Background: an optimization exercise with open tools, aiming at small area. Do not read the settings as production practice.
The RTL of this run was laid out without a check of its function.
Power and IR drop assume default switching activity.

==> design/flow/design.v <==
module meter_core #(
    parameter [11:0] BASELINE   = 12'd2015,
    parameter        SHIFT_DC   = 2,
    parameter        SHIFT_FREQ = 3,
    parameter        SHIFT_PEAK = 3,
    parameter        SHIFT_RECT = 3,
    parameter [15:0] K_V        = 16'd825,
    parameter [31:0] K_F        = 32'd11059200,
    parameter [31:0] AVG_F_MIN  = 32'd1000,
    parameter [31:0] AVG_F_MAX  = 32'd1000000,
    parameter [7:0]  N_SETTLE   = 8'd1,
    parameter [3:0]  DP_FREQ    = 4'd0,
    parameter [3:0]  DP_ZTP     = 4'd4,
    parameter [3:0]  DP_PTP     = 4'd4,
    parameter [3:0]  DP_RMS     = 4'd4,
    parameter        T_TIMEOUT  = 64,
    parameter        T_BYTE_GAP = 4
) (
    input  wire        clk,
    input  wire        rst,
    input  wire        cmd_valid,
    input  wire [39:0] cmd,
    output wire        cmd_ready,
    output reg         rsp_valid,
    output reg  [39:0] rsp,
    output reg  [7:0]  ser_data,
    output reg         ser_wr,
    input  wire        ser_done,
    output reg         stb
);
    localparam [3:0] OP_SAMPLE = 4'h1, OP_OVERFLOW = 4'h2, OP_CAPTURE = 4'h3,
                     OP_MODE   = 4'h4, OP_RENDER   = 4'h5, OP_TRANSMIT = 4'h6,
                     OP_DIGITS = 4'h7, OP_ERRDISP  = 4'h8, OP_SETUP    = 4'h9;
    localparam [2:0] M_DC = 3'd0, M_FREQ = 3'd1, M_ZTP = 3'd2, M_PTP = 3'd3, M_RMS = 3'd4;
    localparam [3:0] RC_OK = 4'h0, RC_RANGE = 4'h1, RC_TIMEOUT = 4'h2,
                     RC_NYV = 4'h3, RC_ILLEGAL = 4'h4;
    function [31:0] ema;
        input [31:0] a;
        input [31:0] s;
        input integer k;
        begin
            ema = (s >> k) + (a >> k) * ((32'd1 << k) - 32'd1);
        end
    endfunction
    function [11:0] ema12;
        input [11:0] a;
        input [11:0] s;
        input integer k;
        begin
            ema12 = (s >> k) + (a >> k) * ((12'd1 << k) - 12'd1);
        end
    endfunction
    wire [3:0]  op  = cmd[39:36];
    wire [3:0]  aux = cmd[35:32];
    wire [31:0] arg = cmd[31:0];
    reg legal;
    always @(*) begin
        case (op)
            OP_SAMPLE:   legal = (aux == 4'd0) && (arg[31:12] == 20'd0);
            OP_OVERFLOW: legal = (aux == 4'd0) && (arg == 32'd0);
            OP_CAPTURE:  legal = (aux == 4'd0) && (arg[31:16] == 16'd0);
            OP_MODE:     legal = (aux == 4'd0) && (arg[31:3] == 29'd0) && (arg[2:0] <= 3'd4);
            OP_RENDER:   legal = (aux == 4'd0) && (arg == 32'd0);
            OP_TRANSMIT: legal = (aux == 4'd0) && (arg[31:16] == 16'd0);
            OP_DIGITS:   legal = (aux <= 4'd8);
            OP_ERRDISP:  legal = (aux == 4'd0) && (arg == 32'd0);
            OP_SETUP:    legal = (aux == 4'd0) && (arg == 32'd0);
            default:     legal = 1'b0;
        endcase
    end
    wire is_handler = legal && (op == OP_SAMPLE || op == OP_OVERFLOW || op == OP_CAPTURE);
    reg  main_busy;
    assign cmd_ready = is_handler ? 1'b1 : !main_busy;
    wire accept      = cmd_valid && cmd_ready;
    wire acc_handler = accept && is_handler;
    wire acc_main    = accept && !is_handler;
    reg [2:0]  mode;
    reg [31:0] average;
    reg [11:0] min_average;     
    reg [11:0] max_average;
    reg [11:0] rect_average;
    reg [15:0] last_capture;
    reg [7:0]  overflow_count;
    reg [7:0]  capture_count;
    reg [11:0] cur_min;
    reg [11:0] cur_max;
    reg        polarity;      
    wire [11:0] s_in = arg[11:0];
    wire [15:0] c_in = arg[15:0];
    wire        s_above = (s_in >= BASELINE);
    wire [11:0] rect = s_above ? (s_in - BASELINE) : (BASELINE - s_in);
    wire [31:0] elapsed = {16'd0, c_in} - {16'd0, last_capture} + {8'd0, overflow_count, 16'd0};
    always @(posedge clk) begin
        if (rst) begin
            mode           <= M_DC;
            average        <= 32'd0;
            min_average    <= 12'd0;
            max_average    <= 12'd0;
            rect_average   <= 12'd0;
            last_capture   <= 16'd0;
            overflow_count <= 8'd0;
            capture_count  <= 8'd0;
            cur_min        <= 12'd0;
            cur_max        <= 12'd0;
            polarity       <= 1'b0;
        end else if (acc_handler) begin
            case (op)
                OP_SAMPLE: begin
                    case (mode)
                        M_DC:  average <= ema(average, {20'd0, s_in}, SHIFT_DC);
                        M_ZTP, M_PTP: begin
                            if (s_above) begin
                                if (!polarity) begin
                                    min_average <= ema12(min_average, cur_min, SHIFT_PEAK);
                                    cur_min     <= BASELINE;
                                end
                                if (s_in > cur_max)
                                    cur_max <= s_in;
                                polarity <= 1'b1;
                            end else begin
                                if (polarity) begin
                                    max_average <= ema12(max_average, cur_max, SHIFT_PEAK);
                                    cur_max <= BASELINE;
                                end
                                if (s_in < cur_min)
                                    cur_min <= s_in;
                                polarity <= 1'b0;
                            end
                        end
                        M_RMS: rect_average <= ema12(rect_average, rect, SHIFT_RECT);
                        default: ;
                    endcase
                end
                OP_OVERFLOW: begin
                    if (mode == M_FREQ)
                        overflow_count <= overflow_count + 8'd1;
                end
                OP_CAPTURE: begin
                    if (mode == M_FREQ) begin
                        average        <= ema(average, elapsed, SHIFT_FREQ);
                        last_capture   <= c_in;
                        overflow_count <= 8'd0;
                        if (capture_count != 8'd255)
                            capture_count <= capture_count + 8'd1;
                    end
                end
                default: ;
            endcase
        end else if (acc_main && legal && op == OP_MODE) begin
            mode           <= arg[2:0];
            average        <= 32'd0;
            min_average    <= 12'd0;
            max_average    <= 12'd0;
            rect_average   <= 12'd0;
            last_capture   <= 16'd0;
            overflow_count <= 8'd0;
            capture_count  <= 8'd0;
            cur_min        <= 12'd0;
            cur_max        <= 12'd0;
            polarity       <= 1'b0;
        end
    end
    wire [63:0] dc_prod  = {32'd0, average} * {48'd0, K_V};
    wire [63:0] ztp_prod = {51'd0, (max_average - BASELINE), 1'b0} * {48'd0, K_V};
    wire [63:0] ptp_prod = {52'd0, (max_average - min_average)} * {48'd0, K_V};
    wire [63:0] rms_prod = {51'd0, rect_average, 1'b0} * {48'd0, K_V};
    reg  [39:0] render_now;      
    reg         render_div;      
    always @(*) begin
        render_div = 1'b0;
        case (mode)
            M_DC:  render_now = {RC_OK, 4'd4, dc_prod[41:10]};
            M_FREQ: begin
                if (capture_count <= N_SETTLE)
                    render_now = {RC_NYV, 36'd0};
                else if (average < AVG_F_MIN || average > AVG_F_MAX)
                    render_now = {RC_RANGE, 36'd0};
                else begin
                    render_now = 40'd0;
                    render_div = 1'b1;
                end
            end
            M_ZTP: begin
                if (max_average < BASELINE)
                    render_now = {RC_RANGE, 36'd0};
                else
                    render_now = {RC_OK, DP_ZTP, ztp_prod[41:10]};
            end
            M_PTP: begin
                if (max_average < min_average)
                    render_now = {RC_RANGE, 36'd0};
                else
                    render_now = {RC_OK, DP_PTP, ptp_prod[40:9]};
            end
            M_RMS: render_now = {RC_OK, DP_RMS, rms_prod[41:10]};
            default: render_now = {RC_RANGE, 36'd0};
        endcase
    end
    reg        div_busy;
    reg [5:0]  div_cnt;
    reg [31:0] div_den;
    reg [31:0] div_num;    
    reg [32:0] div_rem;
    wire [32:0] div_trial = {div_rem[31:0], div_num[31]};
    wire        div_ge    = div_trial >= {1'b0, div_den};
    localparam [1:0] D_TRANSMIT = 2'd0, D_DIGITS = 2'd1, D_ERR = 2'd2, D_SETUP = 2'd3;
    localparam [2:0] P_IDLE = 3'd0, P_OPEN = 3'd1, P_WAIT1 = 3'd2, P_GAP1 = 3'd3,
                     P_WAIT2 = 3'd4, P_GAP2 = 3'd5, P_CLOSE = 3'd6;
    reg        disp_busy;
    reg [1:0]  disp_kind;
    reg [2:0]  phase;
    reg [3:0]  seq_idx;       
    reg [15:0] tx_frame;      
    reg [31:0] dig_val;       
    reg [3:0]  dig_dp;
    reg [7:0]  wait_cnt;
    reg [7:0]  gap_cnt;
    reg [7:0] cur_addr;
    reg [7:0] cur_value;
    wire [31:0] dig_mod   = dig_val % 32'd10;
    wire [3:0]  dig_digit = dig_mod[3:0];
    always @(*) begin
        case (disp_kind)
            D_TRANSMIT: begin
                cur_addr  = tx_frame[15:8];
                cur_value = tx_frame[7:0];
            end
            D_DIGITS: begin
                cur_addr  = {4'd0, seq_idx};
                cur_value = {(seq_idx == dig_dp), 3'd0, dig_digit};
            end
            D_ERR: begin
                cur_addr  = {4'd0, seq_idx};
                case (seq_idx)
                    4'd1:    cur_value = 8'h0E;
                    4'd2:    cur_value = 8'h0D;
                    4'd3:    cur_value = 8'h0B;
                    default: cur_value = 8'h0C;
                endcase
            end
            default: begin
                case (seq_idx)
                    4'd1:    {cur_addr, cur_value} = 16'h0C01;
                    4'd2:    {cur_addr, cur_value} = 16'h09FF;
                    4'd3:    {cur_addr, cur_value} = 16'h0B07;
                    4'd4:    {cur_addr, cur_value} = 16'h0A08;
                    default: {cur_addr, cur_value} = 16'h0F00;
                endcase
            end
        endcase
    end
    reg [3:0] n_trans;
    always @(*) begin
        case (disp_kind)
            D_TRANSMIT: n_trans = 4'd1;
            D_DIGITS:   n_trans = 4'd8;
            D_ERR:      n_trans = 4'd4;
            default:    n_trans = 4'd5;
        endcase
    end
    always @(posedge clk) begin
        if (rst) begin
            main_busy <= 1'b0;
            rsp_valid <= 1'b0;
            rsp       <= 40'd0;
            div_busy  <= 1'b0;
            div_cnt   <= 6'd0;
            div_den   <= 32'd0;
            div_num   <= 32'd0;
            div_rem   <= 33'd0;
            disp_busy <= 1'b0;
            disp_kind <= D_TRANSMIT;
            phase     <= P_IDLE;
            seq_idx   <= 4'd0;
            tx_frame  <= 16'd0;
            dig_val   <= 32'd0;
            dig_dp    <= 4'd0;
            wait_cnt  <= 8'd0;
            gap_cnt   <= 8'd0;
            ser_data  <= 8'd0;
            ser_wr    <= 1'b0;
            stb       <= 1'b1;
        end else begin
            rsp_valid <= 1'b0;
            ser_wr    <= 1'b0;
            if (acc_main) begin
                if (!legal) begin
                    rsp_valid <= 1'b1;
                    rsp       <= {RC_ILLEGAL, 36'd0};
                end else begin
                    case (op)
                        OP_MODE: begin
                            rsp_valid <= 1'b1;
                            rsp       <= {RC_OK, 36'd0};
                        end
                        OP_RENDER: begin
                            if (render_div) begin
                                main_busy <= 1'b1;
                                div_busy  <= 1'b1;
                                div_cnt   <= 6'd0;
                                div_den   <= average;
                                div_num   <= K_F;
                                div_rem   <= 33'd0;
                            end else begin
                                rsp_valid <= 1'b1;
                                rsp       <= render_now;
                            end
                        end
                        default: begin
                            main_busy <= 1'b1;
                            disp_busy <= 1'b1;
                            case (op)
                                OP_TRANSMIT: disp_kind <= D_TRANSMIT;
                                OP_DIGITS:   disp_kind <= D_DIGITS;
                                OP_ERRDISP:  disp_kind <= D_ERR;
                                default:     disp_kind <= D_SETUP;
                            endcase
                            tx_frame <= arg[15:0];
                            dig_val  <= arg;
                            dig_dp   <= aux;
                            seq_idx  <= 4'd1;
                            phase    <= P_OPEN;
                            stb      <= 1'b0;
                        end
                    endcase
                end
            end
            if (div_busy) begin
                if (div_ge)
                    div_rem <= div_trial - {1'b0, div_den};
                else
                    div_rem <= div_trial;
                div_num <= {div_num[30:0], div_ge};
                div_cnt <= div_cnt + 6'd1;
                if (div_cnt == 6'd31) begin
                    div_busy  <= 1'b0;
                    main_busy <= 1'b0;
                    rsp_valid <= 1'b1;
                    rsp       <= {RC_OK, DP_FREQ, div_num[30:0], div_ge};
                end
            end
            if (disp_busy) begin
                case (phase)
                    P_OPEN: begin
                        ser_wr   <= 1'b1;
                        ser_data <= cur_addr;
                        wait_cnt <= 8'd0;
                        phase    <= P_WAIT1;
                    end
                    P_WAIT1, P_WAIT2: begin
                        if (wait_cnt != 8'd0 && ser_done) begin
                            gap_cnt <= 8'd0;
                            phase   <= (phase == P_WAIT1) ? P_GAP1 : P_GAP2;
                        end else if (wait_cnt == T_TIMEOUT) begin
                            stb       <= 1'b1;
                            phase     <= P_IDLE;
                            seq_idx   <= 4'd0;
                            disp_busy <= 1'b0;
                            main_busy <= 1'b0;
                            rsp_valid <= 1'b1;
                            rsp       <= {RC_TIMEOUT, 36'd0};
                        end else begin
                            wait_cnt <= wait_cnt + 8'd1;
                        end
                    end
                    P_GAP1: begin
                        gap_cnt <= gap_cnt + 8'd1;
                        if (gap_cnt == T_BYTE_GAP - 1) begin
                            ser_wr   <= 1'b1;
                            ser_data <= cur_value;
                            wait_cnt <= 8'd0;
                            phase    <= P_WAIT2;
                        end
                    end
                    P_GAP2: begin
                        gap_cnt <= gap_cnt + 8'd1;
                        if (gap_cnt == T_BYTE_GAP - 1) begin
                            stb   <= 1'b1;
                            phase <= P_CLOSE;
                            if (seq_idx == n_trans) begin
                                phase     <= P_IDLE;
                                seq_idx   <= 4'd0;
                                disp_busy <= 1'b0;
                                main_busy <= 1'b0;
                                rsp_valid <= 1'b1;
                                rsp       <= {RC_OK, 36'd0};
                            end
                        end
                    end
                    P_CLOSE: begin
                        seq_idx <= seq_idx + 4'd1;
                        if (disp_kind == D_DIGITS)
                            dig_val <= dig_val / 10;
                        stb   <= 1'b0;
                        phase <= P_OPEN;
                    end
                    default: ;
                endcase
            end
        end
    end
endmodule
==> design/flow/run.sh <==
#!/bin/bash
# synth_recipe.tcl (not shown) runs the flow's synth.tcl, then flattens the netlist and writes it again
# the make line also repeats each setting of config.mk as NAME=value (left out here)
make -C /OpenROAD-flow-scripts/flow DESIGN_CONFIG=/design/flow/config.mk WORK_HOME=/design/flow/orfs CLKGATE_MAP_FILE= SYNTH_SCRIPT=/design/flow/synth_recipe.tcl finish
==> design/flow/config.mk <==
export PLATFORM = sky130hd
export DESIGN_NAME = meter_core
export DESIGN_NICKNAME = meter_core
export VERILOG_FILES = /design/flow/design.v
export SDC_FILE = /design/flow/constraint.sdc
export NUM_CORES = 4
export LEC_CHECK = 0
export CAP_MARGIN = 20
export CORE_MARGIN = 2
export CORE_UTILIZATION = 40
export SLEW_MARGIN = 20
==> design/flow/constraint.sdc <==
create_clock -name core_clock -period 20.0 [get_ports {clk}]
set_input_delay 4.0000 -clock core_clock [delete_from_list [all_inputs] [get_ports {clk}]]
set_output_delay 4.0000 -clock core_clock [all_outputs]
set_load 0.01 [all_outputs]
==> impl_results.md <==
- Placed cell area: 0.0447 mm^2
- WP data required: ~21 ns
- Routed Antenna Nets: 0
- Syn_area_per_cell: approximately 8.4 um^2
- Fin crit share: 71.4%
- Clock Skews: 0.0238 ns
- Die X: 331 um
- DRC errors left: 0
- Hold buffer count at CTS: 0
- Chip Height: 331 um
- Crit path top cell by count: nor2_1
- Antenna Diode Count: 0
- Synth Instances: 5109
- Pre-antenna DRT Iters: 9
- WP buf/inv: 0
- Starting Density: roughly two fifths
- Area delta synth->final: 8.67%
- Setup Fix Bufs, Post-CTS: 0
- Worst IR Drop VDD: 0.000142 V
- Ys flop type: dfxtp_1
- Num CTS Buffers: 48
- Avg WL per Cell: 17.6 um
- Fmax: between 0.07 and 0.08 GHz
- DRT iter0 DRCs: about 2700
- Hold Crit Class: reg -> reg
- Initial antenna violation count: 0
- Sequential area share after synthesis: 16.9%
- Pwr Density: ~62 mW/mm^2
- Yosys cell types: 133
- Largest net degree at the start of global routing: about 170
- Dpl hpwl: about 86000 um
- Setup slack, reg-to-reg: 5.71 ns
- CP Max Fanout: 20
- Fin crit period: between 10 and 15 ns
- Post-layout nets: 5995
- Vias per cell: 5.51
- Relative slew slack: 26.2%
- Synth Cell Area: between 0.04 and 0.05 mm^2
- Slowest cell on crit path: dfxtp_1
- CORE AREA: ~0.11 mm^2
- Proportion of layout cells with a drive suffix above 1: 5.51%
- CTS resizes: 0
- Fraction of registers with async set/reset: 0%
- Synth warn: 1
- H-tree Lvls: 2
- PortBufs: 95
- IO Pins: 96
- Post-synth EDFFs: 0
- Worst setup EP type: flip-flop
- Yosys reg bits: 361
- Worst r2r path cells: 42
- Slew Limit Fails: 0
- Syn nets: 6058
- Worst-Skew Late Latency: 0.64 ns
- Max incr delay on CP: about 0.75 ns
- DRT Wirelength: between 100000 and 150000 um
- Fill cells: 10450
- Global-route wire length before repair: 185000 um
- Final instance area: 0.0464 mm^2
- Total track usage: 20.7%
- Clock sinks: approximately 360
- Crit Path Category: reg -> reg
- Cell Rows: between 100 and 150
- CP Launch Type: flip-flop
- Cell count of the worst hold path: 2
- RSZ-0062 raised after global routing: no
- Cell depth of the worst setup path: 42
- Global route overflow: 0
- Top delay family on crit path: simple AND/OR/NAND/NOR gates
- Clock root cell: clkbuf_16
- Sum Neg Setup Slack: 0 ns
- Leak pwr: 21.3 nW
- Die Footprint: between 0.1 and 0.15 mm^2
- Placer Congestion: around 0.90
- Worst-Margin Slew: 1.11 ns
- Crit path arrival time: 14.85 ns
- CTS clk-pin slew, worst paths: 0.06 ns
- Clock Path Buffers: 3
- Fin. Hold Viols: 0
- Final setup fails: 0
- Vias in the first global route: 34088
- Outcome: finished clean
- Max cap viols: 0
- Post-layout utilization of the core: 43.9%
- TritonCTS clock tree: yes
- Vias: 35649
[report_power, final]
group	internal, W	switching, W
combinational	0.000473	0.000726
clock	0.000570	0.000379
sequential	0.000720	0.00000321
[logic make-up after synthesis]
kind of cell,count (synthesis),share of synthesized area (%)
and+or+nand+nor,1329,14.7
xor gates and xnor gates,279,5.76
adders and majority gates,910,32.3
DFF,361,16.9
buffers and inverters,912,8.33
muxes,71,1.78
AOI/OAI and AO/OA,1247,20.2
[worst register-to-register path: cells and delay by family, from the launching register on]
kind / cells / cell delay, ns
muxes: 2 / 0.55
DFF: 1 / 0.75
AOI/OAI and AO/OA: 19 / 5.44
xor gates and xnor gates: 1 / 0.14
and+or+nand+nor: 20 / 7.32
[worst paths after layout]
path / startpoint / endpoint
hold / removal: div_den[29] / div_den[29]
setup reg to reg: dig_val[27] / ser_data[1]
hold reg to reg: div_den[29] / div_den[29]
setup / recovery: dig_val[27] / ser_data[1]
[layer usage]
metal	share of wire, %	routed length, um	vias to the layer above	GRT usage, %
met1	47	53700	17178	29.3
met4	2.2	2550	0	4.66
met3	4.8	5400	139	2.75
met5	0	0	-	0
li1	-	-	17573	-
met2	46	52000	759	33.5
[synth_stat cells (37+ instances only)]
master / instances / area, um^2
nand4_1: 48 / 300
dfxtp_1: 361 / 7230
mux2_2: 37 / 417
inv_1: 657 / 2470
ha_1: 586 / 7330
nand3_1: 76 / 380
nor2b_1: 39 / 244
a22oi_1: 101 / 758
o21ai_0: 112 / 561
nor2_1: 463 / 1740
xor2_1: 90 / 788
nand2_1: 352 / 1320
a21o_1: 83 / 623
a211oi_1: 55 / 413
nor3_1: 112 / 561
clkbuf_1: 193 / 724
o21bai_1: 80 / 601
nor4_1: 39 / 244
fa_1: 319 / 6390
xnor2_1: 187 / 1640
a21oi_1: 420 / 2100
[through the flow]
| step | setup slack (ns) | hold slack, ns | cells | power, W |
|---|---|---|---|---|
| floorplan | 7.63 | 0.436 | 5109 | 0.00170 |
| global placement | 5.99 | 0.443 | 6387 | 0.00189 |
| detailed placement | 5.90 | 0.448 | 6387 | 0.00191 |
| CTS | 5.93 | 0.457 | 6473 | 0.00287 |
| global route | 4.57 | 0.471 | 6473 | 0.00303 |
| finish | 5.71 | 0.455 | 6473 | 0.00287 |
[cell usage in the layout (no fill, tap or decap), drive strengths merged, types with 31 or more instances in the layout]
master	netlist	layout
clkbuf	193	60
nand2	353	353
mux2i	33	33
a22oi	101	101
o21a	31	31
nor2b	39	39
fa	319	319
a211oi	60	60
xor2	90	90
clkdlybuf4s50	0	94
a21o	83	83
a21oi	425	425
o21ai	129	129
mux2	38	38
and3	34	34
o21bai	81	81
nor4	41	41
buf	54	40
xnor2	189	189
dfxtp	361	361
nand3	78	78
nor3	117	117
a221oi	31	31
inv	659	664
nor2	468	468
ha	586	586
nand4	48	48
[sequential cells by signal (all words and copies together), names as in the netlist, 6 cells and up]
signal	count
cur_min	12
last_capture	16
div_cnt	6
rect_average	12
div_num	32
overflow_count	8
dig_val	32
min_average	12
gap_cnt	8
rsp	40
max_average	12
div_rem	32
cur_max	12
wait_cnt	8
average	32
ser_data	8
tx_frame	16
div_den	32
capture_count	8
[layout make-up]
cell class / instances / area, um^2 / area share, %
clock inverters: 26 / 394 / 0.850
clock buffers: 60 / 1310 / 2.82
repair buffers: 134 / 1260 / 2.72
inverters: 665 / 2500 / 5.38
flip-flops and latches: 361 / 7230 / 15.6
multi-input cells: 3836 / 31900 / 68.9
well taps: 1391 / 1740 / 3.75

[static timing again, ports no longer ideal]
How much do the figures lean on ideal ports? The routed layout below was timed once more, with nothing changed but the port constraints. Step 1 sets driving cells, clkbuf_16 on the clock port and buf_2 on the other inputs (assumed; they add their load-dependent delay and slew). Step 2 adds t to the input delays and takes it off the output delays; t is the mean of the earliest and latest rising clock arrival at the registers after step 1. Input paths then give back, and output paths get back, about the clock's delay inside the block. Slacks: no drivers / after step 1 / after step 2; pairs: no drivers / after step 1.
t, ns: 0.693
setup WS [ns]: 5.715 / 5.715 / 5.715
worst setup path after step 2: register to register
clock arrival spread, ns: 0.026 / 0.026
slew at the worst register clock pin (ns): 0.06 / 0.06
After both steps this run still meets setup and hold. The setup slack of this run moves by 0.000 ns with the drivers and by 0.000 ns with both steps.
